Context: an optimization exercise on an open-source flow, tuned for small area, a short achievable clock period and few clock cycles. The choices shown serve that exercise and are no tape-out recipe. Where RTL was checked, it was by simulation tests only, not by an equivalence proof against the original. Function not checked in run 1: the RTL went through the layout flow alone. Power is estimated from default activity; no workload was simulated.

[flow/config.mk]
export PLATFORM = sky130hd
export DESIGN_NAME = xbee_rx
export DESIGN_NICKNAME = xbee_rx
export VERILOG_FILES = /design/flow/design.v
export SDC_FILE = /design/flow/constraint.sdc
export NUM_CORES = 4
export LEC_CHECK = 0
export CAP_MARGIN = 20
export CORE_MARGIN = 2
export CORE_UTILIZATION = 40
export CTS_BUF_LIST = sky130_fd_sc_hd__clkbuf_8
export CTS_CLUSTER_SIZE = 30
export SETUP_SLACK_MARGIN = 3.0
export SLEW_MARGIN = 20
[flow/constraint.sdc]
create_clock -name core_clock -period 6.0 [get_ports {clk}]
set_input_delay 1.2000 -clock core_clock [delete_from_list [all_inputs] [get_ports {clk}]]
set_output_delay 1.2000 -clock core_clock [all_outputs]
set_load 0.01 [all_outputs]
[flow/design.v]
module xbee_rx #(
    parameter RX_CAP = 128            
) (
    input  wire       clk,
    input  wire       rst,            
    input  wire       api_mode,       
    input  wire       in_valid,
    output wire       in_ready,
    input  wire [7:0] in_data,
    output wire       out_valid,
    input  wire       out_ready,
    output wire [7:0] out_data,
    output wire       out_last,
    output wire       out_fault,      
    output wire       out_chk_err     
);
    localparam [1:0] P_WAIT = 2'd0, P_HI = 2'd1, P_LO = 2'd2, P_BODY = 2'd3;
    localparam [2:0] R_IDLE = 3'd0, R_HDR = 3'd1, R_H1 = 3'd2, R_H2 = 3'd3,
                     R_BODY = 3'd4;
    reg        rdy;
    reg        bv;                    
    reg  [7:0] b;
    reg        e7, d7;                
    reg        bes;                   
    reg        p7d;                   
    reg        mode;                  
    reg        rr;                    
    wire take = in_valid & rdy;
    always @(posedge clk) begin
        b    <= in_data;
        e7   <= (in_data == 8'h7E);
        d7   <= (in_data == 8'h7D);
        mode <= api_mode;
        rr   <= rst;
        if (rst) begin
            bv  <= 1'b0;
            p7d <= 1'b0;
        end else begin
            bv <= take;
            if (take) begin
                bes <= p7d;
                p7d <= mode & (in_data == 8'h7D);
            end
        end
    end
    reg  [1:0] ph;
    reg        hz;                    
    reg        dl;                    
    reg  [6:0] rc;                    
    reg  [7:0] sum;
    reg  [6:0] len;
    reg  [7:0] wp;                    
    reg  [7:0] fb;                    
    reg        pend;                  
    reg        ce;                    
    reg  [7:0] wlo;                   
    reg  [15:0] whi;                  
    reg  [7:0] wd;
    reg        cmu;                   
    reg  [7:0] mem [0:RX_CAP-1];
    reg  [7:0] cm;                    
    reg  [7:0] ra;                    
    wire [7:0] v     = b ^ {2'b00, bes, 5'b00000};
    wire       start = bv & e7 & ((ph == P_WAIT) | (mode & ~bes));
    wire       escm  = bv & mode & d7;
    wire       data  = bv & ~start & ~escm;
    wire       rz    = (rc == 7'd0);
    wire       lo_ok = hz & (v != 8'd0) & (v <= 8'd124);
    wire       s_hi   = data & (ph == P_HI);
    wire       s_lo   = data & (ph == P_LO);
    wire       s_body = data & (ph == P_BODY);
    wire       s_done = s_body & rz & dl;
    wire       s_flt  = s_body & rz & ~dl;
    wire       s_dat  = s_body & ~rz;
    always @(posedge clk) begin
        if (rr) begin
            ph   <= P_WAIT;
            wp   <= 8'd0;
            fb   <= 8'd0;
            pend <= 1'b0;
            wlo  <= 8'd0;
            cmu  <= 1'b0;
            cm   <= 8'd0;
        end else begin
            if (start)
                ph <= P_HI;
            else if (s_hi)
                ph <= P_LO;
            else if (s_lo)
                ph <= P_BODY;
            else if (s_done | s_flt)
                ph <= P_WAIT;
            if (s_hi)
                hz <= (v == 8'd0);
            if (s_lo) begin
                dl  <= lo_ok;
                len <= v[6:0];
                rc  <= lo_ok ? v[6:0] : 7'd125;
            end else if (s_dat) begin
                rc <= rc - 7'd1;
            end
            if (start)
                sum <= 8'd0;
            else if (s_dat)
                sum <= sum + v;
            if (s_done)
                ce <= ((v ^ sum) != 8'hFF);
            pend <= s_done;
            if (pend)
                fb <= wp;
            else if (s_flt)
                fb <= wp + 8'd1;
            if (pend)
                wp <= wp;
            else if (start)
                wp <= fb;
            else if ((s_lo & lo_ok) | (s_dat & dl) | s_done | s_flt)
                wp <= wp + 8'd1;
            wlo <= (pend | (s_dat & dl) | s_done | s_flt) ?
                   (8'd1 << (pend ? fb[2:0] : wp[2:0])) : 8'd0;
            cmu <= pend | s_flt;
            if (pend) begin
                whi <= 16'd1 << fb[6:3];
                wd <= {ce, len};
            end else begin
                whi <= 16'd1 << wp[6:3];
                wd <= s_flt ? 8'd0 : v;
            end
            if (cmu)
                cm <= fb;
        end
    end
    always @(posedge clk) begin
        if (rst | rr)
            rdy <= 1'b1;
        else
            rdy <= ((wp - ra) <= 8'd125);
    end
    integer wr, wc;
    always @(posedge clk) begin
        for (wr = 0; wr < 16; wr = wr + 1)
            for (wc = 0; wc < 8; wc = wc + 1)
                if (whi[wr] & wlo[wc])
                    mem[wr*8 + wc] <= wd;
    end
    reg  [2:0] rs;
    reg  [6:0] oc;                    
    reg        rchk;
    reg  [7:0] rq;
    reg  [4:0] ga;
    reg  [7:0] g [0:3];
    reg        avq;                   
    reg        ov, olast, ofault, ochk;
    reg  [7:0] od;
    wire [31:0] gsel1 = 32'd1 << ga;
    reg  [7:0]  s1 [0:3];
    integer qi, wi;
    always @(*) begin
        for (qi = 0; qi < 4; qi = qi + 1) begin
            s1[qi] = 8'd0;
            for (wi = 0; wi < 32; wi = wi + 1)
                s1[qi] = s1[qi] | (mem[qi*32 + wi] & {8{gsel1[wi]}});
        end
    end
    wire [7:0] gq    = g[ra[6:5]];
    wire       avail = (ra != cm);
    wire       oload = ~ov | out_ready;
    wire       ocz   = (oc == 7'd0);
    wire       hflt  = (rq == 8'd0);      
    wire       adv   = ((rs == R_IDLE) & avq) |
                       (((rs == R_H2) | ((rs == R_BODY) & ~ocz)) & oload);
    wire       gload = (rs == R_IDLE) | (rs == R_HDR) | adv;
    always @(posedge clk) begin
        if (gload) begin
            g[0] <= s1[0];
            g[1] <= s1[1];
            g[2] <= s1[2];
            g[3] <= s1[3];
        end
        if (adv)
            rq <= gq;
    end
    always @(posedge clk) begin
        if (rst | rr) begin
            ov <= 1'b0;
        end else if (rs != R_IDLE) begin
            if (oload)
                ov <= 1'b1;
        end else if (oload) begin
            ov <= 1'b0;
        end
        if (rr) begin
            rs  <= R_IDLE;
            ra  <= 8'd0;
            ga  <= 5'd0;
            avq <= 1'b0;
        end else begin
            avq <= (rs == R_IDLE) & avail & ~avq;
            if (adv) begin
                ra <= ra + 8'd1;
                ga <= ga + 5'd1;
            end
            if (rs == R_IDLE) begin
                if (avq)
                    rs <= R_HDR;
            end else if (oload) begin
                ofault <= 1'b0;
                olast  <= 1'b0;
                case (rs)
                    R_HDR: begin
                        od   <= 8'h7E;
                        oc   <= rq[6:0];
                        rchk <= rq[7];
                        ochk <= rq[7];
                        if (hflt) begin
                            ofault <= 1'b1;
                            olast  <= 1'b1;
                            rs     <= R_IDLE;
                        end else begin
                            ga <= ga + 5'd1;
                            rs <= R_H1;
                        end
                    end
                    R_H1: begin
                        od <= 8'h00;
                        rs <= R_H2;
                    end
                    R_H2: begin
                        od <= {1'b0, oc};
                        rs <= R_BODY;
                    end
                    default: begin
                        od <= rq;
                        oc <= oc - 7'd1;
                        if (ocz) begin
                            olast <= 1'b1;
                            ga    <= ra[4:0];
                            rs    <= R_IDLE;
                        end
                    end
                endcase
            end
        end
    end
    assign in_ready    = rdy;
    assign out_valid   = ov;
    assign out_data    = od;
    assign out_last    = olast;
    assign out_fault   = ofault;
    assign out_chk_err = ochk;
endmodule
[flow/run.sh]
#!/bin/bash
# synth_recipe.tcl (not shown) runs the flow's synth.tcl, then flattens the netlist and writes it again
# the make line also repeats each setting of config.mk as NAME=value (left out here)
make -C /OpenROAD-flow-scripts/flow DESIGN_CONFIG=/design/flow/config.mk WORK_HOME=/design/flow/orfs CLKGATE_MAP_FILE= SYNTH_SCRIPT=/design/flow/synth_recipe.tcl finish
==> notes.md, run 1 <==
status=timing/DRC/antenna clean; Routed Antenna Nets=0; Initial Utilization=0.402; Setup crit start kind=register; DP Area=48800 µm²; Critical Path RT=6600 ps; Largest register FFs=1024; Pre-antenna DRT Iters=6; full die area=119000 µm²; final slew viol count=0; total CTS buffers=185; clock slew at reported path FFs=60 ps; Clock Tree Buf Depth=3; worst hold path type=reg -> reg; Core Area=116000 µm²; Tcrit/Tclk final=0.498; vias=29900; Syn Area/Cell=16.1 µm²; Port Buf Inserts=25; share of cells above drive strength 1=0.143; most frequent cells in the layout=edfxtp_1 (1132), a22oi_1 (206), clkbuf_8 (194); Worst-Margin Slew=1250 ps; DR iter-0 viols=5241; Mapped Nets=2937; Final WS setup=3010 ps; CTS tree=yes; Max H-tree Level=4; worst skew pair latency=900 ps; I/O pins=26; vias in the first global route=28800; Post-synth ARST share=0; Clk Tree Root Cell=clkbuf_8; mapped cell area=46600 µm²; clock skew=69.2 ps; VDD IR-drop max=216 µV; pin count of the biggest net entering global routing=79; Critical Path Fanout Max=18; Pwr Density=304 nW/µm²; global-route wire length before repair=226000 µm; DP Wirelength=103000 µm; CP arrival=3590 ps; clock sink count=1201; Max stage delay on crit path=470 ps; biggest registers after layout=mem (1024), g (32), whi (16); post-route cell area=53000 µm²; Final Hold Fails=0; crit path capture type=register; die width=345 µm; RSZ-0062 raised after global routing=yes; grt ovf=0; routed len/inst=34.6 µm; Leakage=16.8 nW; DIE HEIGHT=345 µm; Layout Nets=3101; Cells after Synth=2896; slew margin rel.=0.168; Design Power=0.0161 W; sequential-to-total area share from yosys stat=0.760; DR vias/cell=6.31; Setup TNS Final=0 ps; most common cell after layout, fill and taps aside=edfxtp_1; row cnt=125; WL final=164000 µm; GRT Total Usage=0.270; worst path cell trace=ha_2, ha_1, buf_6, nand2_2, nor2_2, buf_4, a22oi_1, nand2_1, or4_1; Yosys reg bits=1201; Fmax achieved=335 MHz; fin crit period=2990 ps; Final setup viols=0; top_reg_cell synth=edfxtp_1; synth unique cells=80; warnings from Yosys=4; P&R area growth vs syn=13.9%; slowest CP cell=or4_1; max-cap viol count=0; antenna violations before repair=4; Fillers=9948; Post-synth EDFFs=1132; GPL Wtd Cong=0.956; Placement Setup Slack=1940 ps; Top reg by flops=mem; remaining routing DRC violations=0; WS Path Type=reg -> reg
## cell families (layout without fill, tap and decap cells)
group           count (synthesis)  in the layout  share of synthesized area
flops                        1201           1201                      0.760
simple gates                  672            674                     0.0737
compound gates                655            655                      0.105
buf+inv                       189            498                     0.0183
mux                           111            111                     0.0280
xor+xnor                       40             40                    0.00753
fa+ha+maj                      28             28                    0.00785
other cells                     0              4                          0
## cells in the mapped netlist, types with 9 or more instances
cell	instances	area, µm²
a21oi_1	71	355
a221oi_1	71	622
a222oi_1	20	200
a22o_1	70	613
a22oi_1	207	1550
a31oi_1	14	87.6
a32oi_1	16	140
and2_1	134	838
buf_2	47	235
clkbuf_1	88	330
dfxtp_1	69	1380
edfxtp_1	1132	34000
ha_1	26	325
inv_1	38	143
mux2_2	19	214
mux2i_1	76	761
mux4_2	12	270
nand2_1	138	518
nand2b_1	15	93.8
nand3_1	33	165
nand4_1	57	357
nor2_1	165	619
nor2b_1	22	138
nor3_1	35	175
nor4_1	14	87.6
o2111ai_1	17	149
o21ai_0	71	355
o22ai_1	24	150
o2bb2ai_1	9	78.8
or3_1	15	93.8
xnor2_1	23	201
xor2_1	17	149
## metrics by stage
step / utilization / hold WS [ps] / cells
global route: 0.458 / 462 / 4732
global placement: 0.421 / 416 / 4379
detailed placement: 0.422 / 422 / 4381
finish: 0.458 / 447 / 4735
CTS: 0.457 / 453 / 4730
floorplan: - / 408 / 2896
## area by class of cell
| class | count | area (µm²) | share of cell area |
|---|---|---|---|
| clock buffer | 194 | 2670 | 0.0504 |
| sequential | 1201 | 35400 | 0.668 |
| timing repair buffer | 125 | 1170 | 0.0220 |
| multi-input combinational | 1508 | 10800 | 0.204 |
| inverter | 39 | 149 | 0.00281 |
| antenna | 4 | 10.0 | 0.000189 |
| clock inverter | 140 | 922 | 0.0174 |
| tap | 1524 | 1910 | 0.0360 |
## routing by layer
layer	wire (µm)	global-route usage	up-vias
met5	26	0	-
li1	-	-	12000
met2	72900	0.407	2420
met3	21800	0.0744	487
met4	9220	0.141	4
met1	60100	0.356	15000
## worst paths after layout
kind                            depth (start not counted)       to  startpoint  slack, ps
worst min-delay path                                    0      bes         p7d        450
worst min register to register                          0      bes         p7d        450
worst max-delay path                                    9  g[0][4]       ga[0]       3010
worst max register to register                          9  g[0][4]       ga[0]       3010
## report_power, final
part | internal (W) | switching [W]
Combinational | 0.0000282 | 0.000170
Sequential | 0.00917 | 0.0000156
Clock | 0.00345 | 0.00330
## what timing repair did
action | CTS | global route
setup endpoints to repair | 64 | 45
hold buffers | 0 | 0
pin swaps | 6 | 4
resized for setup | 67 | 24
setup buffers | 13 | 0
gates cloned | 2 | 1
## worst max-delay path: cells and delay by family (launching register included)
kind	cells	cell delay, ps
DFF	1	350
AOI/OAI and AO/OA	1	340
buffers and inverters	2	470
and+or+nand+nor	4	1110
adders and majority gates	2	440
==> run 2: changes to the inputs <==
--- a/flow/design.v
+++ b/flow/design.v
@@ -149,3 +149,4 @@
     reg  [7:0] rq;
-    reg  [4:0] ga;
+    reg  [7:0] gal;                   
+    reg  [3:0] gah;                   
     reg  [7:0] g [0:3];
@@ -154,3 +155,6 @@
     reg  [7:0] od;
-    wire [31:0] gsel1 = 32'd1 << ga;
+    wire [31:0] gsel1 = {{8{gah[3]}} & gal, {8{gah[2]}} & gal,
+                         {8{gah[1]}} & gal, {8{gah[0]}} & gal};
+    wire [7:0]  gal1  = {gal[6:0], gal[7]};
+    wire [3:0]  gah1  = gal[7] ? {gah[2:0], gah[3]} : gah;
     reg  [7:0]  s1 [0:3];
@@ -194,3 +198,4 @@
             ra  <= 8'd0;
-            ga  <= 5'd0;
+            gal <= 8'd1;
+            gah <= 4'd1;
             avq <= 1'b0;
@@ -200,3 +205,4 @@
                 ra <= ra + 8'd1;
-                ga <= ga + 5'd1;
+                gal <= gal1;
+                gah <= gah1;
             end
@@ -219,3 +225,4 @@
                         end else begin
-                            ga <= ga + 5'd1;
+                            gal <= gal1;
+                            gah <= gah1;
                             rs <= R_H1;
@@ -236,3 +243,4 @@
                             olast <= 1'b1;
-                            ga    <= ra[4:0];
+                            gal   <= 8'd1 << ra[2:0];
+                            gah   <= 4'd1 << ra[4:3];
                             rs    <= R_IDLE;
--- a/flow/config.mk
+++ b/flow/config.mk
@@ -10,5 +10,3 @@
 export CORE_UTILIZATION = 40
-export CTS_BUF_LIST = sky130_fd_sc_hd__clkbuf_8
-export CTS_CLUSTER_SIZE = 30
-export SETUP_SLACK_MARGIN = 3.0
+export SETUP_SLACK_MARGIN = 3.3
 export SLEW_MARGIN = 20
==> run 2 against run 1 <==
Still clean on timing, DRC and antenna. Flip-flop and latch count is 7 higher. Largest cell class unchanged. Clock-buffer cell count is 54 lower. Critical endpoint is now gah[0]. Combinational power grew to 10 times the previous value.
==> notes.md, run 2 <==
Setup crit start kind=register; Max stage delay on crit path=910 ps; Mapped Nets=2921; Worst-Margin Slew=1260 ps; VDD IR-drop max=238 µV; GPL Wtd Cong=0.903; total CTS buffers=116; Post-synth ARST share=0; hold_buf cts=0; mapped cell area=46400 µm²; Yosys reg bits=1208; share of cells above drive strength 1=0.102; Core Area=115000 µm²; synth unique cells=75; Post-synth top cells=edfxtp_1 (1132), a22oi_1 (232), and2_1 (147), clkbuf_1 (130), nor2_1 (117); Fillers=9641; Critical Path Fanout Max=15; row cnt=124; sequential-to-total area share from yosys stat=0.766; RSZ-0062 raised after global routing=no; worst hold path type=reg -> reg; Fmax achieved=361 MHz; Design Power=0.0196 W; Syn Area/Cell=16.1 µm²; die width=345 µm; CTS tree=yes; I/O pins=26; final slew viol count=0; top cell type's share of synthesized area=0.733; vias=28600; vias in the first global route=27900; Pwr Density=372 nW/µm²; most common cell after layout, fill and taps aside=edfxtp_1; fin crit period=2770 ps; Top reg by flops=mem; top-count cell post-synth=edfxtp_1; remaining routing DRC violations=0; top_reg_cell synth=edfxtp_1; Setup TNS Final=0 ps; Critical Path RT=6610 ps; Final setup viols=0; Pre-antenna DRT Iters=7; status=timing/DRC/antenna clean; warnings from Yosys=4; slew margin rel.=0.156; DR iter-0 viols=4654; WS Path Type=reg -> reg; routed len/inst=31.9 µm; biggest registers after layout=mem (1024), g (32), whi (16); Largest register FFs=1024; Clk Tree Root Cell=clkbuf_16; Post-synth EDFFs=1132; grt ovf=0; number of antenna diodes=0; Port Buf Inserts=25; P&R area growth vs syn=13.6%; Cells after Synth=2881; Initial Utilization=0.405; Area contributors post-synth=edfxtp_1 (73%), a22oi_1 (3.8%), dfxtp_1 (3.3%), a22o_1 (2.1%), and2_1 (2.0%); global-route wire length before repair=204000 µm; pin count of the biggest net entering global routing=95; Final Hold Fails=0; DP Area=48400 µm²; Layout Nets=2948; worst path cell trace=clkinvlp_4, nor2_1, a21oi_1, o32a_1, o211ai_1; DIE HEIGHT=345 µm; clock slew at reported path FFs=70 ps; Synth area leader=edfxtp_1; DP Wirelength=85300 µm; clock skew=46.3 ps; Leakage=16.5 nW; most frequent cells in the layout=edfxtp_1 (1132), a22oi_1 (232), and2_1 (139); GRT Total Usage=0.240; max-cap viol count=0; Routed Antenna Nets=0; WL final=144000 µm; full die area=119000 µm²; Clock Tree Buf Depth=3; antenna violations before repair=8; DR vias/cell=6.32; crit path capture type=register; Max H-tree Level=3; Tcrit/Tclk final=0.461; slowest CP cell=nor2_1; clock sink count=1208; final design utilization=0.460; CP arrival=3380 ps; post-route cell area=52700 µm²; worst skew pair latency=730 ps
run 2: cell type report:
cell class                 instances  area (µm²)  share of cell area
clock buffer                     140        3080              0.0584
clock inverter                    82        1000              0.0191
inverter                          44         180             0.00342
multi-input combinational       1442       10100               0.191
sequential                      1208       35600               0.675
tap                             1512        1890              0.0359
timing repair buffer              96         897              0.0170
run 2: critical path: cells and delay by family (launching register included):
| family | cells | cell delay (ps) |
|---|---|---|
| AND/OR/NAND/NOR | 1 | 910 |
| flip-flops | 1 | 440 |
| AO/OA/AOI/OAI | 3 | 720 |
| buffers and inverters | 1 | 600 |
run 2: timing repair:
action	CTS	global route
resized for setup	38	16
pin swaps	1	2
gates cloned	1	0
buffers inserted	4	2
endpoints found under the setup margin	81	53
run 2: per-layer routing:
layer  vias up  part of all wire  GRT usage
met5         -           0.00035          0
met4         8             0.042     0.0991
met3       344              0.12     0.0495
met2      1988              0.47      0.381
met1     14500              0.37      0.322
li1      11800                 -          -
run 2: cell families (layout without fill, tap and decap cells):
group                      count (synthesis)  in the layout  synth area share
and+or+nand+nor                          564            564            0.0622
buffers and inverters                    232            362            0.0194
muxes                                     22             22           0.00693
xor gates and xnor gates                  34             34           0.00642
AOI/OAI and AO/OA                        794            795             0.132
DFF                                     1208           1208             0.766
adders and majority gates                 27             27           0.00761
run 2: worst paths after layout:
check,start,to,slack [ps],cells after the start
max,gal[7],gah[0],3230,5
min,p7d,bes,450,0
min reg2reg,p7d,bes,450,0
max reg2reg,gal[7],gah[0],3230,5
run 2: where the power goes:
| part | total, W | leakage, nW | switching (W) | internal (W) |
|---|---|---|---|---|
| logic | 0.00199 | 3.66 | 0.00137 | 0.000625 |
| clock network | 0.00779 | 1.97 | 0.00322 | 0.00457 |
| registers | 0.00980 | 10.9 | 0.000359 | 0.00944 |
run 2: through the flow:
step	setup slack, ps	instances	hold WS (ps)
3_3_place_gp	2470	4294	414
5_1_grt	3310	4524	464
2_1_floorplan	3280	2881	408
6_report	3230	4524	451
3_5_place_dp	2490	4294	437
4_1_cts	3140	4521	451
Testbench counts of run 2, summed over its fixed seeds: cycles 28,916.
==> run 3: changes to the inputs <==
--- a/flow/config.mk
+++ b/flow/config.mk
@@ -10,3 +10,3 @@
 export CORE_UTILIZATION = 40
-export SETUP_SLACK_MARGIN = 3.3
+export SETUP_SLACK_MARGIN = 3.6
 export SLEW_MARGIN = 20
==> run 3 against run 2 <==
Highest routed layer unchanged. Largest power group unchanged. Sequential power shrank 0.8%. First-iteration DRC count grew 9.8%. Synthesized area is the same. Combinational power grew 19%. Register-to-register slack gained 310 ps. Total power grew 1.6%. Synthesized cell count is the same. Clock-buffer cell count is the same. Worst setup slack gained 310 ps. Critical path depth grew 1. Largest cell class unchanged.
==> notes.md, run 3 <==
VDD IR-drop max=240 µV; Final setup viols=0; P_int=0.0148 W; die width=345 µm; switching part of the total=0.257; Reg2Reg Capture Point=g[1][1]; worst hold endpoint=bes; R2R Path Start=gal[6]; Max stage delay on crit path=660 ps; Worst setup startpoint=gal[6]; Post-synth top cells=edfxtp_1 (1132), a22oi_1 (232), and2_1 (147), clkbuf_1 (130), nor2_1 (117); share of cells above drive strength 1=0.142; Fmax achieved=407 MHz; Setup TNS Final=0 ps; top cell type's share of synthesized area=0.733; Routed Antenna Nets=0; Setup crit start kind=register; remaining routing DRC violations=0; clock skew=41.6 ps; Clk Tree Root Cell=clkbuf_16; most frequent cells in the layout=edfxtp_1 (1132), a22oi_1 (232), and2_1 (136); P&R area growth vs syn=16.3%; vias=29400; Port Buf Inserts=25; hold_sp=p7d; DP Wirelength=85300 µm; Yosys reg bits=1208; clock sink count=1208; reg2reg path depth=6; mapped cell area=46400 µm²; synth unique cells=75; GRT Total Usage=0.250; CTS tree=yes; Critical Path Fanout Max=7; Layout Nets=3035; pin count of the biggest net entering global routing=95; Area contributors post-synth=edfxtp_1 (73%), a22oi_1 (3.8%), dfxtp_1 (3.3%), a22o_1 (2.1%), and2_1 (2.0%); status=timing/DRC/antenna clean; slew margin rel.=0.128; grt ovf=0; global-route wire length before repair=211000 µm; warnings from Yosys=4; clock slew at reported path FFs=60 ps; clock network power share=0.392; Post-synth ARST share=0; Post-synth EDFFs=1132; Tcrit/Tclk final=0.409; Pre-antenna DRT Iters=6; switching power=0.00511 W; vias in the first global route=28400; Initial Utilization=0.405; Hold Crit Depth=0; worst path cell trace=buf_12, buf_4, a222oi_1, nand3_1, a222oi_1, nand4_1; Buf/Inv on CP=2; CP arrival=2860 ps; top_reg_cell synth=edfxtp_1; full die area=119000 µm²; max-cap viol count=0; Mapped Nets=2921; Seq pwr share=0.488; biggest registers after layout=mem (1024), g (32), whi (16); slowest CP cell=a222oi_1; antenna violations before repair=6; total CTS buffers=116; sequential-to-total area share from yosys stat=0.766; I/O pins=26; Synth area leader=edfxtp_1; Final Hold Fails=0; worst skew pair latency=730 ps; DP Area=48400 µm²; hold_buf cts=0; Worst-Margin Slew=1300 ps; DR iter-0 viols=5108; worst hold path type=reg -> reg; GPL Wtd Cong=0.903; RSZ-0062 raised after global routing=yes; Critical Path RT=6410 ps; Pwr Density=369 nW/µm²; routed len/inst=33.1 µm; WS Path Type=reg -> reg; DIE HEIGHT=345 µm; row cnt=124; r2r setup slk=3540 ps; Max H-tree Level=3; Leakage=17.1 nW; Fillers=9519; Syn Area/Cell=16.1 µm²; fin crit period=2460 ps; Core Area=115000 µm²; DR vias/cell=6.39; Combinational Power Share=0.119; crit-path most repeated cell=a222oi_1; final slew viol count=0; crit path capture type=register; Largest register FFs=1024; Clock Tree Buf Depth=3; post-route cell area=54000 µm²; cell family with most CP delay=compound AO/OA/AOI/OAI gates; most common cell after layout, fill and taps aside=edfxtp_1; Cells after Synth=2881; WL final=153000 µm; top-count cell post-synth=edfxtp_1; Top reg by flops=mem
==> run 3: cell counts after synthesis <==
No cell type changed its count.
==> run 3: repair_timing <==
action,CTS,global route
cloned,6,6
setup endpoints to repair,113,166
setup buffers,37,45
pin swaps,8,20
resized for setup,141,46
==> run 3: layout make-up <==
class | count | area [µm²] | share of cell area
antenna | 1 | 2.50 | 0.0000464
clock buffer | 140 | 3080 | 0.0570
clock inverter | 82 | 1000 | 0.0186
inverter | 44 | 188 | 0.00348
multi-input combinational | 1444 | 10300 | 0.190
sequential | 1208 | 35600 | 0.659
tap | 1512 | 1890 | 0.0351
timing repair buffer | 180 | 1940 | 0.0360
timing repair inverter | 1 | 5.00 | 0.0000928
==> run 3: worst max path at each step <==
| stage | end | slack, ps | cells past startpoint |
|---|---|---|---|
| finish | g[1][1] | 3540 | 6 |
| global route | out_data[5] | 3540 | 1 |
| CTS | out_data[6] | 3550 | 1 |
| detailed placement | g[1][4] | 2490 | 6 |
| global placement | g[1][2] | 2470 | 6 |
| floorplan | g[0][0] | 3280 | 6 |
==> run 3: layer usage <==
| layer | wire length (µm) | up-vias | track usage |
|---|---|---|---|
| li1 | - | 12000 | - |
| met1 | 56000 | 14900 | 0.329 |
| met2 | 71100 | 2125 | 0.394 |
| met3 | 18400 | 401 | 0.0594 |
| met4 | 7030 | 8 | 0.112 |
| met5 | 51 | - | 0 |
==> run 3: logic make-up after synthesis <==
group / after synthesis / share of synthesized area
flip-flops: 1208 / 0.766
AO/OA/AOI/OAI: 794 / 0.132
AND/OR/NAND/NOR: 564 / 0.0622
buffers and inverters: 232 / 0.0194
XOR/XNOR: 34 / 0.00642
adder cells (fa/ha/maj): 27 / 0.00761
multiplexers: 22 / 0.00693
==> run 3: metrics by stage <==
step / std cells / hold WS, ps / utilization / power (W) / setup WS [ps]
6_report: 4612 / 447 / 0.471 / 0.0199 / 3540
5_1_grt: 4611 / 464 / 0.471 / 0.0203 / 3540
4_1_cts: 4559 / 451 / 0.464 / 0.0197 / 3550
3_5_place_dp: 4294 / 437 / 0.422 / 0.0118 / 2490
3_3_place_gp: 4294 / 414 / 0.422 / 0.0118 / 2470
2_1_floorplan: 2881 / 408 / - / 0.0108 / 3280
==> run 3: power by group through the flow <==
| stage | logic (W) | registers, W | clock network, W |
|---|---|---|---|
| 2_1_floorplan | 0.00112 | 0.00972 | 0 |
| 3_3_place_gp | 0.00182 | 0.00999 | 0 |
| 3_5_place_dp | 0.00184 | 0.00999 | 0 |
| 4_1_cts | 0.00210 | 0.00975 | 0.00783 |
| 5_1_grt | 0.00242 | 0.00971 | 0.00815 |
| 6_report | 0.00237 | 0.00972 | 0.00781 |
==> run 4: changes to the inputs <==
--- a/flow/config.mk
+++ b/flow/config.mk
@@ -9,3 +9,3 @@
 export CORE_MARGIN = 2
-export CORE_UTILIZATION = 40
+export CORE_UTILIZATION = 60
 export SETUP_SLACK_MARGIN = 3.6
==> run 4 against run 3 <==
Largest power group unchanged. Largest cell class unchanged. Final cell count is 11% lower. Critical endpoint unchanged. Synthesized cell count is the same. Maximum frequency shrank 2.4%. Sequential share of layout area is 1.6 points higher. First-iteration DRC count down 0.49%. Die area is 33% lower. Highest routed layer unchanged.
==> notes.md, run 4 <==
status=timing/DRC/antenna clean; routed len/inst=36.7 µm; VDD IR-drop max=311 µV; Setup crit start kind=register; final design utilization=0.691; Initial Utilization=0.609; Cells after Synth=2881; Area contributors post-synth=edfxtp_1 (73%), a22oi_1 (3.8%), dfxtp_1 (3.3%), a22o_1 (2.1%), and2_1 (2.0%); fin crit period=2520 ps; Max stage delay on crit path=610 ps; DP Wirelength=83400 µm; worst skew pair latency=690 ps; Critical Path RT=6340 ps; slew margin rel.=0.143; RSZ-0062 raised after global routing=yes; sequential-to-total area share from yosys stat=0.766; Final Hold Fails=0; Post-synth EDFFs=1132; Routed Antenna Nets=0; grt ovf=0; top_reg_cell synth=edfxtp_1; biggest registers after layout=mem (1024), g (32), whi (16); slowest CP cell=a222oi_1; Yosys reg bits=1208; Syn Area/Cell=16.1 µm²; clock skew=13.7 ps; WS Path Type=reg -> reg; Fmax achieved=397 MHz; Pwr Density=361 nW/µm²; clock sink count=1208; switching power=0.00498 W; final slew viol count=0; P&R area growth vs syn=13.5%; Port Buf Inserts=25; Reg2Reg Capture Point=g[1][1]; Mapped Nets=2921; pin count of the biggest net entering global routing=105; top-count cell post-synth=edfxtp_1; worst hold path type=reg -> reg; global-route wire length before repair=208000 µm; Critical path destination=g[1][1]; vias=29500; Clock Tree Buf Depth=3; WL final=151000 µm; CTS tree=yes; top cell type's share of synthesized area=0.733; full die area=79500 µm²; die width=282 µm; Pre-antenna DRT Iters=6; Post-synth ARST share=0; r2r setup slk=3480 ps; Worst setup startpoint=gal[5]; I/O pins=26; clock network power share=0.365; Design Power=0.0190 W; antenna violations before repair=4; crit-path most repeated cell=a222oi_1; Layout Nets=3009; R2R Path Start=gal[5]; reg2reg path depth=4; Synth area leader=edfxtp_1; mapped cell area=46400 µm²; row cnt=101; Final setup viols=0; Setup TNS Final=0 ps; Post-synth top cells=edfxtp_1 (1132), a22oi_1 (232), and2_1 (147), clkbuf_1 (130), nor2_1 (117); switching part of the total=0.262; Core Area=76200 µm²; Tcrit/Tclk final=0.419; Worst-Margin Slew=1280 ps; most frequent cells in the layout=edfxtp_1 (1132), a22oi_1 (231), and2_1 (135); Seq pwr share=0.511; hold_buf cts=0; Largest register FFs=1024; Leakage=16.8 nW; worst path cell trace=a222oi_1, nand3_1, a222oi_1, nand4_1; share of cells above drive strength 1=0.126; DR vias/cell=7.19; synth unique cells=75; GRT Total Usage=0.376; total CTS buffers=116; GPL Wtd Cong=0.883; vias in the first global route=27700; Top reg by flops=mem; CP arrival=2860 ps; remaining routing DRC violations=0; DIE HEIGHT=282 µm; Placement Setup Slack=2410 ps; Combinational Power Share=0.124; Clk Tree Root Cell=clkbuf_16; P_int=0.0140 W; crit path capture type=register; DR iter-0 viols=5083; Critical Path Fanout Max=7; most common cell after layout, fill and taps aside=edfxtp_1; clock slew at reported path FFs=70 ps; Max H-tree Level=3; Final WS setup=3480 ps; warnings from Yosys=4; max-cap viol count=0
## run 4: changes by cell type in the layout (fill, tap and decap cells not counted), sizes merged
cell	delta
bufbuf	+3
inv	+2
bufinv	-15
clkinv	+7
dlymetal6s2s	+1
o21bai	-2
diode	+3
or3b	-1
clkbuf	+1
clkdlybuf4s50	-1
buf	-22
clkinvlp	-4
## run 4: per-stage QoR
stage,std cells,hold WS [ps],area [µm²]
after floorplan,2881,408,46400
after global placement,3801,415,47700
after detailed placement,3802,425,47700
after CTS,4064,441,52100
after global routing,4098,452,52700
final,4102,429,52700
## run 4: repair_timing
item | CTS | global route
hold endpoints to repair | 0 | 0
gates resized for setup | 131 | 43
gates cloned | 6 | 3
endpoints found under the setup margin | 327 | 171
pin swaps | 14 | 17
buffers inserted | 39 | 30
## run 4: power by group through the flow
| stage | clock (W) | combinational [W] | sequential, W |
|---|---|---|---|
| floorplan | 0 | 0.00112 | 0.00972 |
| global placement | 0 | 0.00181 | 0.0100 |
| detailed placement | 0 | 0.00184 | 0.00999 |
| CTS | 0.00694 | 0.00204 | 0.00978 |
| finish | 0.00694 | 0.00236 | 0.00972 |
| global route | 0.00725 | 0.00241 | 0.00971 |
## run 4: routing by layer
metal / global-route usage / up-vias / wire length, µm / share of wire
met5: 0 / - / 13 / 0.000086
met4: 0.152 / 2 / 7150 / 0.047
met3: 0.0976 / 353 / 20200 / 0.13
met2: 0.562 / 2312 / 67300 / 0.45
met1: 0.533 / 14900 / 56100 / 0.37
li1: - / 11900 / - / -
## run 4: cell type report
type / count / area, µm²
fill: 5070 / 23500
tap: 1030 / 1290
multi-input combinational: 1441 / 10200
inverter: 44 / 184
sequential: 1208 / 35600
antenna: 4 / 10.0
clock inverter: 73 / 519
clock buffer: 144 / 3030
timing repair buffer: 158 / 1890
## run 4: critical path, delay by kind of cell, from the launching register on
family             cells  cell delay [ps]
and+or+nand+nor        2              530
AOI/OAI and AO/OA      2             1180
DFF                    1              450
## run 4: worst min path at each step
stage                     startpoint  depth (start not counted)  end
after floorplan                  p7d                          0  bes
after global placement           p7d                          0  bes
after detailed placement         p7d                          0  bes
after CTS                        p7d                          0  bes
after global routing             p7d                          0  bes
final                            p7d                          0  bes
## run 4: cell families (layout without fill, tap and decap cells)
group                    Yosys count  count (layout)  share of synthesized area
AO/OA/AOI/OAI                    794             794                      0.132
XOR/XNOR                          34              34                    0.00642
adder cells (fa/ha/maj)           27              27                    0.00761
buffers and inverters            232             419                     0.0194
flip-flops                      1208            1208                      0.766
multiplexers                      22              22                    0.00693
other                              0               4                          0
AND/OR/NAND/NOR                  564             564                     0.0622
==> run 5: changes to the inputs <==
--- a/flow/design.v
+++ b/flow/design.v
@@ -121,9 +121,2 @@
             cmu <= pend | s_flt;
-            if (pend) begin
-                whi <= 16'd1 << fb[6:3];
-                wd <= {ce, len};
-            end else begin
-                whi <= 16'd1 << wp[6:3];
-                wd <= s_flt ? 8'd0 : v;
-            end
             if (cmu)
@@ -137,2 +130,11 @@
             rdy <= ((wp - ra) <= 8'd125);
+    end
+    always @(posedge clk) begin
+        if (pend) begin
+            whi <= 16'd1 << fb[6:3];
+            wd  <= {ce, len};
+        end else begin
+            whi <= 16'd1 << wp[6:3];
+            wd  <= s_flt ? 8'd0 : v;
+        end
     end
--- a/flow/config.mk
+++ b/flow/config.mk
@@ -9,4 +9,5 @@
 export CORE_MARGIN = 2
-export CORE_UTILIZATION = 60
-export SETUP_SLACK_MARGIN = 3.6
+export CORE_UTILIZATION = 70
+export GPL_TIMING_DRIVEN = 1
+export SETUP_SLACK_MARGIN = 3.8
 export SLEW_MARGIN = 20
==> run 5 against run 4 <==
Still clean. Clock skew is 23 ps higher. Non-clock buffer count is 67 higher. Maximum frequency increased by 4.1%. Final cell count is 2.9% lower. Global-route usage grew 5.6 points. Worst setup slack improved by 99 ps. Critical path type is now reg -> out.
==> notes.md, run 5 <==
status=timing/DRC/antenna clean; r2r setup slk=3600 ps; Setup crit start kind=register; Final Hold Fails=0; vias=30800; row cnt=94; final slew viol count=0; synth unique cells=76; DR iter-0 viols=6856; DP Wirelength=82300 µm; Syn Area/Cell=16.1 µm²; Post-synth top cells=edfxtp_1 (1108), a22oi_1 (217), a22o_1 (154), and2_1 (151), clkbuf_1 (141); clock slew at reported path FFs=60 ps; Pre-antenna DRT Iters=10; WS Path Type=reg -> out; I/O pins=26; slowest CP cell=edfxtp_1; global-route wire length before repair=205000 µm; Clock Tree Buf Depth=3; clock sink count=1208; WL final=153000 µm; GRT Total Usage=0.432; crit path capture type=output port; sequential-to-total area share from yosys stat=0.764; hold slack=449 ps; DR vias/cell=7.74; GPL Wtd Cong=0.945; Leakage=17.3 nW; Critical Path RT=4800 ps; RSZ-0062 raised after global routing=yes; Final setup viols=0; DIE HEIGHT=261 µm; worst skew pair latency=700 ps; Layout Nets=3062; Mapped Nets=2911; Max stage delay on crit path=390 ps; Port Buf Inserts=25; cell family with most CP delay=flip-flops; top cell type's share of synthesized area=0.720; top-count cell post-synth=edfxtp_1; Post-synth EDFFs=1108; worst path cell trace=buf_2; Critical Path Fanout Max=1; Buf/Inv on CP=1; VDD IR-drop max=296 µV; Tcrit/Tclk final=0.403; Max H-tree Level=3; CP arrival=1220 ps; vias in the first global route=28700; Top reg by flops=mem; Area contributors post-synth=edfxtp_1 (72%), dfxtp_1 (4.3%), a22oi_1 (3.5%), a22o_1 (2.9%), and2_1 (2.0%); slew margin rel.=0.114; Post-synth ARST share=0; worst hold path type=reg -> reg; Fmax achieved=414 MHz; reg2reg path depth=6; share of cells above drive strength 1=0.177; most frequent cells in the layout=edfxtp_1 (1108), a22oi_1 (214), a22o_1 (154); hold_sp=len[4]; Worst setup startpoint=od[1]; P&R area growth vs syn=16.0%; Routed Antenna Nets=0; fin crit period=2420 ps; CTS tree=yes; Hold Crit Depth=2; routed len/inst=38.3 µm; Setup TNS Final=0 ps; Clk Tree Root Cell=clkbuf_16; Yosys reg bits=1208; Largest register FFs=1024; hold_buf cts=0; Cells after Synth=2871; max-cap viol count=0; Pwr Density=364 nW/µm²; Synth area leader=edfxtp_1; R2R Path Start=gal[2]; die width=261 µm; total CTS buffers=113; top_reg_cell synth=edfxtp_1; antenna violations before repair=5; remaining routing DRC violations=0; Worst-Margin Slew=1330 ps; clock skew=37.0 ps; warnings from Yosys=4; Design Power=0.0195 W; grt ovf=0; full die area=68100 µm²; pin count of the biggest net entering global routing=110; worst hold endpoint=wd[4]; biggest registers after layout=mem (1024), g (32), whi (16); Core Area=65500 µm²; Reg2Reg Capture Point=g[1][5]; Initial Utilization=0.705; mapped cell area=46200 µm²; most common cell after layout, fill and taps aside=edfxtp_1
## run 5: cell count changes after synthesis, moves of 11 or more
cell      previous run  this run
a22o_1             112       154
nand3_1             55        29
dfxtp_1             76       100
edfxtp_1          1132      1108
a21oi_1             93        71
a22oi_1            232       217
o21ai_0             49        36
o21ai_1              1        13
a32oi_1             26        15
clkbuf_1           130       141
nand4_1             29        40
## run 5: metrics by stage
step                std cells  setup WS (ps)  utilization  area [µm²]
finish                   3984           3580        0.818       53600
global route             3980           3510        0.818       53600
CTS                      3910           3580        0.798       52300
detailed placement       3618           2170        0.722       47300
global placement         3618           2270        0.722       47300
floorplan                2871           3180            -       46300
## run 5: cells by family (layout without fill, tap and decap cells)
logic type,count (synthesis),after routing,synth area share
AOI/OAI and AO/OA,786,787,0.133
adders and majority gates,27,27,0.00764
muxes,30,30,0.00891
DFF,1208,1208,0.764
other,0,4,0
buffers and inverters,241,484,0.0199
and+or+nand+nor,545,546,0.0606
xor gates and xnor gates,34,34,0.00645
## run 5: report_power, final
part           switching (W)  internal [W]  total (W)
logic                0.00171       0.00109    0.00280
clock network        0.00307       0.00379    0.00686
registers           0.000351       0.00949    0.00984
total                0.00513        0.0144     0.0195
## run 5: metal layers
layer | wire length [µm] | GRT usage | vias to the layer above
li1 | - | - | 12000
met1 | 49300 | 0.602 | 14900
met2 | 65900 | 0.625 | 3243
met3 | 25900 | 0.119 | 691
met4 | 11500 | 0.247 | 4
met5 | 42 | 0 | -
## run 5: final cells by class
| cell class | count | area, µm² |
|---|---|---|
| diodes | 4 | 10.0 |
| clock buffers | 159 | 3090 |
| clock inverters | 50 | 374 |
| fillers | 3178 | 11900 |
| inverters | 50 | 218 |
| multi-input cells | 1424 | 10800 |
| flip-flops and latches | 1208 | 35400 |
| well taps | 864 | 1080 |
| repair buffers | 225 | 2660 |
## run 5: repair_timing
item	CTS	global route
endpoints found under the setup margin	170	145
setup buffers	74	59
pin swaps	32	51
gates cloned	9	10
gates resized for setup	232	114
## run 5: worst max path at each step
stage / end / slack, ps / cells after the start
3_3_place_gp: g[3][4] / 2270 / 6
4_1_cts: out_data[1] / 3580 / 1
5_1_grt: g[0][1] / 3510 / 7
6_report: out_data[1] / 3580 / 1
2_1_floorplan: g[0][0] / 3180 / 6
3_5_place_dp: g[3][4] / 2170 / 6
## run 5: worst reg2reg max path, cell delays in order, from the launching register on
cell,delay [ps]
dfxtp_4,410
buf_6,240
and2_4,290
a222oi_1,410
nand3_2,300
a211oi_1,350
nand4_1,140
Testbench counts of run 5, summed over its fixed seeds: cycles 28,916.
==> run 6: changes to the inputs <==
--- a/flow/config.mk
+++ b/flow/config.mk
@@ -9,4 +9,3 @@
 export CORE_MARGIN = 2
-export CORE_UTILIZATION = 70
-export GPL_TIMING_DRIVEN = 1
+export CORE_UTILIZATION = 60
 export SETUP_SLACK_MARGIN = 3.8
==> run 6 against run 5 <==
Clock-buffer cell count is 6 higher. Via count fell by 2.8%. Sequential power hardly changed. Critical path type unchanged. Critical endpoint is now out_data[2]. Largest cell class unchanged.
==> notes.md, run 6 <==
Routed Antenna Nets=0; Buf/Inv on CP=1; crit path capture type=output port; top_reg_cell synth=edfxtp_1; DIE HEIGHT=281 µm; I/O pins=26; max-cap viol count=0; DR vias/cell=7.23; Setup crit start kind=register; Worst setup startpoint=od[2]; Leakage=17.4 nW; worst hold path type=reg -> reg; Initial Utilization=0.607; Clk Tree Root Cell=clkbuf_16; biggest registers after layout=mem (1024), g (32), whi (16); worst skew pair latency=700 ps; Post-synth EDFFs=1108; DR iter-0 viols=5753; routed len/inst=37.4 µm; share of cells above drive strength 1=0.178; Post-synth ARST share=0; Core Area=76100 µm²; most frequent cells in the layout=edfxtp_1 (1108), a22oi_1 (208), a22o_1 (154); Max H-tree Level=3; hold_buf cts=0; cell family with most CP delay=flip-flops; hold_sp=len[5]; WL final=155000 µm; top cell type's share of synthesized area=0.720; VDD IR-drop max=322 µV; Final WS setup=3590 ps; Final setup viols=0; Synth area leader=edfxtp_1; Post-synth top cells=edfxtp_1 (1108), a22oi_1 (217), a22o_1 (154), and2_1 (151), clkbuf_1 (141); row cnt=101; slew margin rel.=0.210; Clock Tree Buf Depth=3; GPL Wtd Cong=0.917; clock sink count=1208; Mapped Nets=2911; Yosys reg bits=1208; vias=30000; Pre-antenna DRT Iters=8; synth unique cells=76; global-route wire length before repair=213000 µm; GRT Total Usage=0.387; Syn Area/Cell=16.1 µm²; Tcrit/Tclk final=0.401; warnings from Yosys=4; top-count cell post-synth=edfxtp_1; grt ovf=0; Largest register FFs=1024; Top reg by flops=mem; Port Buf Inserts=25; Worst-Margin Slew=1180 ps; DP Area=47600 µm²; vias in the first global route=28300; most common cell after layout, fill and taps aside=edfxtp_1; post-route cell area=54100 µm²; DP Wirelength=86500 µm; Fmax achieved=416 MHz; die width=281 µm; Pwr Density=361 nW/µm²; final slew viol count=0; clock skew=31.6 ps; fin crit period=2410 ps; slowest CP cell=edfxtp_1; total CTS buffers=118; Final Hold Fails=0; Critical Path Fanout Max=1; P&R area growth vs syn=17.0%; Setup TNS Final=0 ps; Max stage delay on crit path=370 ps; CP arrival=1210 ps; Area contributors post-synth=edfxtp_1 (72%), dfxtp_1 (4.3%), a22oi_1 (3.5%), a22o_1 (2.9%), and2_1 (2.0%); mapped cell area=46200 µm²; pin count of the biggest net entering global routing=109; full die area=79200 µm²; R2R Path Start=gah[1]; Critical Path RT=4800 ps; clock slew at reported path FFs=60 ps; remaining routing DRC violations=0; WS Path Type=reg -> out; status=timing/DRC/antenna clean; sequential-to-total area share from yosys stat=0.764; Placement Setup Slack=2650 ps; antenna violations before repair=5; worst path cell trace=buf_2; RSZ-0062 raised after global routing=yes; CTS tree=yes; Layout Nets=3054; Cells after Synth=2871
run 6: metal layers:
| metal | vias up | share of wire | track usage |
|---|---|---|---|
| met5 | - | 0.00019 | 0 |
| met4 | 6 | 0.055 | 0.183 |
| met3 | 477 | 0.14 | 0.101 |
| met2 | 2478 | 0.44 | 0.576 |
| met1 | 15000 | 0.36 | 0.538 |
| li1 | 12000 | - | - |
run 6: path summary, 6_finish.rpt:
kind,cells after the start,slack (ps),endpoint
setup / recovery,1,3590,out_data[2]
hold reg to reg,2,440,wd[5]
setup reg to reg,6,3660,g[2][6]
hold / removal,2,440,wd[5]
run 6: layout make-up:
type                       instances  area, µm²
antenna                            3       7.51
clock buffer                     165       3300
clock inverter                    54        313
fill                            4947      22000
inverter                          50        220
multi-input combinational       1424      10900
sequential                      1208      35400
tap                             1030       1290
timing repair buffer             212       2710
run 6: metrics by stage:
| stage | total power [W] | cells | hold WS (ps) | utilization |
|---|---|---|---|---|
| floorplan | 0.0110 | 2871 | 408 | - |
| detailed placement | 0.0120 | 3790 | 429 | 0.625 |
| finish | 0.0195 | 4146 | 445 | 0.711 |
| CTS | 0.0192 | 4096 | 444 | 0.698 |
| global route | 0.0199 | 4143 | 458 | 0.711 |
| global placement | 0.0119 | 3788 | 416 | 0.625 |
run 6: logic make-up after synthesis:
family | count (synthesis) | share of synthesized area
AO/OA/AOI/OAI | 786 | 0.133
XOR/XNOR | 34 | 0.00645
adder cells (fa/ha/maj) | 27 | 0.00764
buffers and inverters | 241 | 0.0199
flip-flops | 1208 | 0.764
multiplexers | 30 | 0.00891
AND/OR/NAND/NOR | 545 | 0.0606
run 6: what timing repair did:
item / CTS / global route
setup buffers: 76 / 41
resized for setup: 273 / 109
endpoints found under the setup margin: 174 / 142
pin swaps: 46 / 84
endpoints found under the hold margin: 0 / 0
gates cloned: 11 / 6
run 6: power by group:
group / internal (W) / switching (W) / total, W
registers: 0.00949 / 0.000348 / 0.00984
logic: 0.000998 / 0.00167 / 0.00266
clock network: 0.00390 / 0.00312 / 0.00701
total: 0.0144 / 0.00513 / 0.0195
run 6: worst reg2reg max path, stage by stage, from the launching register on:
cell and delay, ps:
dfxtp_4 450, buf_12 210, and2_4 240, buf_4 210, a222oi_1 310, nand4_1 160, or4_4 480
==> run 7: changes to the inputs <==
--- a/flow/config.mk
+++ b/flow/config.mk
@@ -10,3 +10,4 @@
 export CORE_UTILIZATION = 60
-export SETUP_SLACK_MARGIN = 3.8
+export GPL_TIMING_DRIVEN = 1
+export SETUP_SLACK_MARGIN = 3.6
 export SLEW_MARGIN = 20
==> run 7 against run 6 <==
Via count decreased by 1.3%. Combinational power decreased by 7.9%. Synthesized area unchanged. Hold slack got worse by 7.5 ps. Still clean. Design area decreased by 2.4%. Critical endpoint is now mem[38][6]. Total power increased by 0.52%.
==> notes.md, run 7 <==
biggest registers after layout=mem (1024), g (32), whi (16); crit path capture type=register; top-count cell post-synth=edfxtp_1; RSZ-0062 raised after global routing=yes; Port Buf Inserts=25; Area contributors post-synth=edfxtp_1 (72%), dfxtp_1 (4.3%), a22oi_1 (3.5%), a22o_1 (2.9%), and2_1 (2.0%); Compound-Gate Fraction of Synth Area=0.133; grt ovf=0; Post-synth top cells=edfxtp_1 (1108), a22oi_1 (217), a22o_1 (154), and2_1 (151), clkbuf_1 (141); main combinational cell family by area after synthesis=compound AO/OA/AOI/OAI gates; worst path cell trace=and2_1; worst hold path type=reg -> reg; Pwr Density=372 nW/µm²; sequential-to-total area share from yosys stat=0.764; Final WS setup=3580 ps; non-filler cells, final=4089; Largest register FFs=1024; Worst-Margin Slew=1270 ps; GPL Wtd Cong=0.941; Max stage delay on crit path=1160 ps; routed len/inst=37.4 µm; Post-synth ARST share=0; top cell type's share of synthesized area=0.720; Placement Setup Slack=2590 ps; total CTS buffers=117; clock slew at reported path FFs=60 ps; CTS tree=yes; warnings from Yosys=4; share of cells above drive strength 1=0.135; max-cap viol count=0; final slew viol count=0; global-route wire length before repair=210000 µm; remaining routing DRC violations=0; Setup crit start kind=register; hold slack=437 ps; worst skew pair latency=700 ps; multiplexer area fraction after synthesis=0.00891; Layout Nets=2992; die width=281 µm; Final setup viols=0; GRT Total Usage=0.383; Critical Path RT=6310 ps; DR iter-0 viols=5433; VDD IR-drop max=305 µV; full die area=79200 µm²; slowest CP cell=dfxtp_1; Pre-antenna DRT Iters=8; Synth Area in Adders=0.00764; DP Area=47500 µm²; CP arrival=2730 ps; Routed Antenna Nets=0; most common cell after layout, fill and taps aside=edfxtp_1; DR vias/cell=7.23; mapped cell area=46200 µm²; post-route cell area=52700 µm²; Final Hold Fails=0; Cells after Synth=2871; Mapped Nets=2911; P&R area growth vs syn=14.2%; Placed Cells=3786; fin crit period=2420 ps; Simple-Gate Fraction of Synth Area=0.0606; Syn Area/Cell=16.1 µm²; clock skew=23.8 ps; Tcrit/Tclk final=0.403; WL final=153000 µm; Post-synth EDFFs=1108; Synth Area in XOR/XNOR=0.00645; Synth area leader=edfxtp_1; Clock Tree Buf Depth=3; WS Path Type=reg -> reg; Fmax achieved=414 MHz; Core Area=76100 µm²; Setup TNS Final=0 ps; Yosys reg bits=1208; Clk Tree Root Cell=clkbuf_16; status=timing/DRC/antenna clean; clock sink count=1208; Critical Path Fanout Max=17; I/O pins=26; Max H-tree Level=3; synth unique cells=76; slew margin rel.=0.149; cell family with most CP delay=flip-flops; Top reg by flops=mem; antenna violations before repair=7; top_reg_cell synth=edfxtp_1; Leakage=16.9 nW; Buf/Inv on CP=0; vias in the first global route=27800; most frequent cells in the layout=edfxtp_1 (1108), a22oi_1 (214), a22o_1 (154); pin count of the biggest net entering global routing=95; vias=29600; row cnt=101; DP Wirelength=85800 µm; Initial Utilization=0.607; DIE HEIGHT=281 µm
-- run 7: metrics by stage --
stage                     power [W]   util
after detailed placement     0.0120  0.625
after floorplan              0.0110      -
after global placement       0.0119  0.625
final                        0.0196  0.693
after CTS                    0.0194  0.687
after global routing         0.0200  0.693
-- run 7: worst paths after layout --
kind,slack [ps],start,cells past startpoint,to
worst max-delay path,3580,wlo[6],1,mem[38][6]
worst min-delay path,440,p7d,0,bes
worst max register to register,3580,wlo[6],1,mem[38][6]
worst min register to register,440,p7d,0,bes
-- run 7: final cells by class --
class | count | area [µm²]
sequential | 1208 | 35400
tap | 1030 | 1290
fill | 5104 | 23300
clock buffer | 166 | 3240
clock inverter | 57 | 519
multi-input combinational | 1423 | 10400
inverter | 50 | 205
antenna | 3 | 7.51
timing repair buffer | 152 | 1760
-- run 7: what timing repair did --
action / CTS / global route
hold buffers: 0 / 0
buffers inserted: 39 / 27
resized for setup: 144 / 48
setup endpoints to repair: 141 / 84
cloned: 10 / 1
pin swaps: 11 / 17
-- run 7: power by group --
part / internal (W) / total, W / switching [W]
Sequential: 0.00949 / 0.00991 / 0.000413
Clock: 0.00414 / 0.00727 / 0.00313
Combinational: 0.000879 / 0.00245 / 0.00157
Total: 0.0145 / 0.0196 / 0.00511
-- run 7: logic make-up (layout without fill, tap and decap cells) --
family          after synthesis  after routing
fa+ha+maj                    27             27
flops                      1208           1208
simple gates                545            546
buf+inv                     241            425
other cells                   0              3
compound gates              786            786
mux                          30             30
xor+xnor                     34             34
-- run 7: per-layer routing --
metal  wire, µm  vias up  global-route usage
met5          9        -                   0
met4       7900        2               0.178
met3      20400      439              0.0877
met2      67800     2395               0.572
met1      57000    14900               0.542
li1           -    11800                   -
==> run 8: changes to the inputs <==
--- a/flow/config.mk
+++ b/flow/config.mk
@@ -11,3 +11,3 @@
 export GPL_TIMING_DRIVEN = 1
-export SETUP_SLACK_MARGIN = 3.6
+export SETUP_SLACK_MARGIN = 4.0
 export SLEW_MARGIN = 20
==> run 8 against run 7 <==
Clock power fell by 1%. Design area rose by 7.8%. Sequential share of layout area fell by 4.8 points. Total power rose by 4.9%. Clock-buffer cell count rose by 5. Die area did not move. Maximum frequency fell by 6.7%. Critical path depth rose by 4. Largest cell class unchanged.
==> notes.md, run 8 <==
final slew viol count=0; post-route cell area=56900 µm²; routed len/inst=39.6 µm; total CTS buffers=117; wire length on met3=26700 µm; antenna violations before repair=7; biggest registers after layout=mem (1024), g (32), whi (16); Tcrit/Tclk final=0.431; hold_buf cts=0; fin crit period=2590 ps; Placed Cells=3784; R2R Path Start=gah[3]; status=timing/DRC/antenna clean; CP arrival=3030 ps; Initial Utilization=0.607; worst hold endpoint=bes; Post-synth EDFFs=1108; row cnt=101; vias=31800; Reg2Reg Capture Point=g[1][2]; Worst-Margin Slew=1150 ps; Pre-antenna DRT Iters=6; Mapped Nets=2911; vias in the first global route=29800; Syn Area/Cell=16.1 µm²; crit path capture type=register; worst skew pair latency=710 ps; Post-synth ARST share=0; Port Buf Inserts=25; worst path cell trace=buf_6, buf_16, a222oi_1, o211ai_1, or4_1; clock sink count=1208; Setup crit start kind=register; top_reg_cell synth=edfxtp_1; Critical Path RT=6440 ps; sequential-to-total area share from yosys stat=0.764; Area contributors post-synth=edfxtp_1 (72%), dfxtp_1 (4.3%), a22oi_1 (3.5%), a22o_1 (2.9%), and2_1 (2.0%); worst hold path type=reg -> reg; Synth area leader=edfxtp_1; GPL Wtd Cong=0.941; RSZ-0062 raised after global routing=yes; DP Area=47600 µm²; hold_sp=p7d; Metal-1 WL=58800 µm; non-filler cells, final=4297; GRT Total Usage=0.427; Yosys reg bits=1208; Clk Tree Root Cell=clkbuf_16; Top reg by flops=mem; slew margin rel.=0.235; DR vias/cell=7.41; Fmax achieved=386 MHz; Hold Crit Depth=0; Largest register FFs=1024; clock skew=19.2 ps; global-route wire length before repair=231000 µm; max-cap viol count=0; DIE HEIGHT=281 µm; I/O pins=26; reg2reg path depth=5; Leakage=18.6 nW; Core Area=76100 µm²; mapped cell area=46200 µm²; share of cells above drive strength 1=0.253; CTS tree=yes; grt ovf=0; full die area=79200 µm²; Final setup viols=0; DR iter-0 viols=5918; synth unique cells=76; Post-synth top cells=edfxtp_1 (1108), a22oi_1 (217), a22o_1 (154), and2_1 (151), clkbuf_1 (141); die width=281 µm; Max H-tree Level=3; most common cell after layout, fill and taps aside=edfxtp_1; Setup TNS Final=0 ps; Routed Antenna Nets=0; top-count cell post-synth=edfxtp_1; top cell type's share of synthesized area=0.720; P&R area growth vs syn=23.1%; metal2 WL=72600 µm; Pwr Density=362 nW/µm²; VDD IR-drop max=265 µV; DP Wirelength=87600 µm; top routing layer used=met5; Critical Path Fanout Max=5; Layout Nets=3200; remaining routing DRC violations=0; Clock Tree Buf Depth=3; most frequent cells in the layout=edfxtp_1 (1108), a22oi_1 (183), buf_4 (159); WS Path Type=reg -> reg; slowest CP cell=a222oi_1; WL final=170000 µm; pin count of the biggest net entering global routing=96; Max stage delay on crit path=900 ps; Cells after Synth=2871; clock slew at reported path FFs=70 ps; Final Hold Fails=0; warnings from Yosys=4; r2r setup slk=3410 ps; Worst setup startpoint=gah[3]; Fillers=4583
## run 8: cell families (layout without fill, tap and decap cells)
kind of cell / count (synthesis) / count (layout) / share of synthesized area
other cells: 0 / 4 / 0
xor+xnor: 34 / 34 / 0.00645
buf+inv: 241 / 631 / 0.0199
flops: 1208 / 1208 / 0.764
simple gates: 545 / 547 / 0.0606
compound gates: 786 / 786 / 0.133
mux: 30 / 30 / 0.00891
fa+ha+maj: 27 / 27 / 0.00764
## run 8: what timing repair did
action / CTS / global route
buffers inserted: 186 / 63
setup endpoints to repair: 754 / 531
resized for setup: 421 / 182
gates cloned: 32 / 6
pin swaps: 127 / 112
## run 8: stage by stage
step	total power [W]	utilization	hold WS (ps)	setup slack (ps)
final	0.0206	0.747	441	3410
after global routing	0.0209	0.747	458	3410
after CTS	0.0200	0.728	441	3570
after detailed placement	0.0120	0.625	432	2600
after global placement	0.0119	0.625	417	2620
after floorplan	0.0110	-	408	3180
## run 8: power by group
group / internal, W / switching, W / total, W
logic: 0.00147 / 0.00203 / 0.00350
clock network: 0.00402 / 0.00318 / 0.00719
registers: 0.00949 / 0.000388 / 0.00988
total: 0.0150 / 0.00560 / 0.0206
## run 8: critical path: cells and delay by family (launching register included)
family                 cells  cell delay [ps]
flip-flops                 1              380
AO/OA/AOI/OAI              2             1110
AND/OR/NAND/NOR            1              550
buffers and inverters      2              280
## run 8: routing by layer
metal  up-vias  global-route usage
met5         -                   0
met4        10               0.240
met3       699               0.154
met2      3092               0.614
met1     15700               0.568
li1      12300                   -
## run 8: how the worst max path moves through the flow
| stage | end | slack, ps |
|---|---|---|
| 2_1_floorplan | g[0][0] | 3180 |
| 3_3_place_gp | g[3][1] | 2620 |
| 3_5_place_dp | gal[7] | 2600 |
| 4_1_cts | out_data[0] | 3570 |
| 5_1_grt | g[1][2] | 3410 |
| 6_report | g[1][2] | 3410 |
## run 8: area by class of cell
class	count	area, µm²	share of cell area
clock inverters	51	457	0.00803
clock buffers	171	3250	0.0572
well taps	1030	1290	0.0227
repair buffers	359	4740	0.0833
flip-flops and latches	1208	35400	0.623
inverters	50	215	0.00379
diodes	4	10.0	0.000176
multi-input cells	1424	11500	0.202
==> run 9: changes to the inputs <==
--- a/flow/config.mk
+++ b/flow/config.mk
@@ -11,3 +11,3 @@
 export GPL_TIMING_DRIVEN = 1
-export SETUP_SLACK_MARGIN = 4.0
+export SETUP_SLACK_MARGIN = 3.8
 export SLEW_MARGIN = 20
==> run 9 against run 8 <==
Maximum frequency grew 7.6%. Wire length down 8.8%. Global-route usage down 4.0 points. Register-to-register slack better by 250 ps. Hold slack better by 3.7 ps. Final cell count decreased by 3.5%.
==> notes.md, run 9 <==
GRT Total Usage=0.387; Area contributors post-synth=edfxtp_1 (72%), dfxtp_1 (4.3%), a22oi_1 (3.5%), a22o_1 (2.9%), and2_1 (2.0%); biggest registers after layout=mem (1024), g (32), whi (16); Fmax achieved=416 MHz; WL final=155000 µm; mapped cell area=46200 µm²; P&R area growth vs syn=17.0%; Setup crit start kind=register; most common cell after layout, fill and taps aside=edfxtp_1; Pre-antenna DRT Iters=8; die width=281 µm; Post-synth EDFFs=1108; Routed Antenna Nets=0; crit path capture type=output port; non-filler cells, final=4146; RSZ-0062 raised after global routing=yes; R2R Path Start=gah[1]; worst hold endpoint=wd[5]; Syn Area/Cell=16.1 µm²; VDD IR-drop max=322 µV; top cell type's share of synthesized area=0.720; hold_buf cts=0; Hold Crit Depth=2; DR vias/cell=7.23; worst skew pair latency=700 ps; Worst-Margin Slew=1180 ps; r2r setup slk=3660 ps; post-route cell area=54100 µm²; DP Area=47600 µm²; warnings from Yosys=4; DR iter-0 viols=5753; Critical Path Fanout Max=1; final slew viol count=0; CP arrival=1210 ps; Tcrit/Tclk final=0.401; Final Hold Fails=0; top-count cell post-synth=edfxtp_1; pin count of the biggest net entering global routing=109; top_reg_cell synth=edfxtp_1; Top reg by flops=mem; clock skew=31.6 ps; reg2reg path depth=6; Core Area=76100 µm²; fin crit period=2410 ps; Initial Utilization=0.607; Final setup viols=0; hold slack=445 ps; DP Wirelength=86500 µm; Port Buf Inserts=25; slowest CP cell=edfxtp_1; routed len/inst=37.4 µm; Max H-tree Level=3; Largest register FFs=1024; WS Path Type=reg -> out; Clock Tree Buf Depth=3; Setup TNS Final=0 ps; Post-synth top cells=edfxtp_1 (1108), a22oi_1 (217), a22o_1 (154), and2_1 (151), clkbuf_1 (141); remaining routing DRC violations=0; Leakage=17.4 nW; sequential-to-total area share from yosys stat=0.764; share of cells above drive strength 1=0.178; full die area=79200 µm²; Max stage delay on crit path=370 ps; Clk Tree Root Cell=clkbuf_16; Critical Path RT=4800 ps; row cnt=101; worst hold path type=reg -> reg; Buf/Inv on CP=1; status=timing/DRC/antenna clean; slew margin rel.=0.210; antenna violations before repair=5; Post-synth ARST share=0; Reg2Reg Capture Point=g[2][6]; GPL Wtd Cong=0.917; Pwr Density=361 nW/µm²; max-cap viol count=0; cell family with most CP delay=flip-flops; hold_sp=len[5]; synth unique cells=76; vias=30000; clock sink count=1208; clock slew at reported path FFs=60 ps; final design utilization=0.711; vias in the first global route=28300; Placed Cells=3790; global-route wire length before repair=213000 µm; Worst path depth=1; CTS tree=yes; I/O pins=26; Synth area leader=edfxtp_1; Cells after Synth=2871; most frequent cells in the layout=edfxtp_1 (1108), a22oi_1 (208), a22o_1 (154); DIE HEIGHT=281 µm; total CTS buffers=118; Mapped Nets=2911; worst path cell trace=buf_2; Layout Nets=3054; Yosys reg bits=1208; grt ovf=0
[run 9: changes by cell type in the layout (fill, tap and decap cells not counted), moves of 12 or more]
cell,before,now
a22oi_1,183,208
nor2_1,99,115
buf_16,34,14
a21oi_1,54,67
a22oi_2,34,9
buf_12,46,34
buf_4,159,102
buf_6,67,19
[run 9: final cells by class]
cell class / instances / area, µm²
diodes: 3 / 7.51
repair buffers: 212 / 2710
clock buffers: 165 / 3300
multi-input cells: 1424 / 10900
fillers: 4947 / 22000
inverters: 50 / 220
well taps: 1030 / 1290
flip-flops and latches: 1208 / 35400
clock inverters: 54 / 313
[run 9: what timing repair did]
item                       CTS  global route
setup endpoints to repair  174           142
gates cloned                11             6
setup buffers               76            41
pin swaps                   46            84
resized for setup          273           109
[run 9: worst max path at each step]
stage / from / slack, ps / to
after floorplan: out_ready / 3180 / g[0][0]
after global placement: out_ready / 2630 / gal[7]
after detailed placement: out_ready / 2650 / gal[7]
after CTS: od[2] / 3570 / out_data[2]
after global routing: od[2] / 3560 / out_data[2]
final: od[2] / 3590 / out_data[2]
[run 9: cells by family (layout without fill, tap and decap cells)]
kind of cell	after synthesis	in the layout	share of synthesized area
flops	1208	1208	0.764
other cells	0	3	0
buf+inv	241	481	0.0199
fa+ha+maj	27	27	0.00764
mux	30	30	0.00891
compound gates	786	786	0.133
simple gates	545	547	0.0606
xor+xnor	34	34	0.00645
[run 9: per-stage QoR]
| step | power (W) | setup WS (ps) |
|---|---|---|
| 2_1_floorplan | 0.0110 | 3180 |
| 3_3_place_gp | 0.0119 | 2630 |
| 3_5_place_dp | 0.0120 | 2650 |
| 4_1_cts | 0.0192 | 3570 |
| 5_1_grt | 0.0199 | 3560 |
| 6_report | 0.0195 | 3590 |
[run 9: per-layer routing]
| layer | GRT usage | vias to the layer above | wire length (µm) |
|---|---|---|---|
| met3 | 0.101 | 477 | 21600 |
| met2 | 0.576 | 2478 | 69000 |
| met1 | 0.538 | 15000 | 56000 |
| li1 | - | 12000 | - |
| met4 | 0.183 | 6 | 8530 |
| met5 | 0 | - | 30 |
[run 9: worst min-delay path: stages, from the launching register on]
cell and delay (ps):
edfxtp_1 320, nand2_1 50, o31ai_1 50
[run 9: power by group]
part | switching (W) | internal [W]
Sequential | 0.000348 | 0.00949
Clock | 0.00312 | 0.00390
Combinational | 0.00167 | 0.000998

-- port drivers added, routing unchanged --
The flow's constraints put no driver on any port. The routed layouts listed below were extracted and timed again, unchanged, in two steps. Step 1, drivers: a clkbuf_16 drives clk and a buf_2 each remaining input, both assumed. Step 2, shift: input delay + t, output delay - t, t = (earliest + latest rising clock arrival at the registers) / 2. This alone moves slack from input paths to output paths. a / b / c = ideal / step 1 / step 2; a / b = the first two.
| run | shift t [ns] | setup WS [ns] | worst setup path after step 2 | worst slew at a driven data input, ns | cell pins on the clock port's net |
|---|---|---|---|---|---|
| run 1 | 0.935 | 3.013 / 2.985 / 2.233 | input to register | 0.04 | 1 |
| run 2 | 0.774 | 3.232 / 3.232 / 2.690 | input to register | 0.04 | 1 |
| run 3 | 0.772 | 3.544 / 3.518 / 2.873 | input to register | 0.04 | 1 |
| run 4 | 0.742 | 3.484 / 3.484 / 2.990 | input to register | 0.04 | 1 |
| run 5 | 0.746 | 3.583 / 3.516 / 3.108 | input to register | 0.05 | 1 |
| run 6 | 0.754 | 3.594 / 3.526 / 3.055 | input to register | 0.04 | 1 |
| run 7 | 0.750 | 3.584 / 3.538 / 3.012 | input to register | 0.04 | 1 |
| run 8 | 0.766 | 3.411 / 3.411 / 3.075 | input to register | 0.05 | 1 |
| run 9 | 0.754 | 3.594 / 3.526 / 3.055 | input to register | 0.04 | 1 |
After both steps every run listed still meets setup and hold. The setup slack of run 1, which loses most, moves by -0.028 ns with the drivers and by -0.780 ns with both steps.
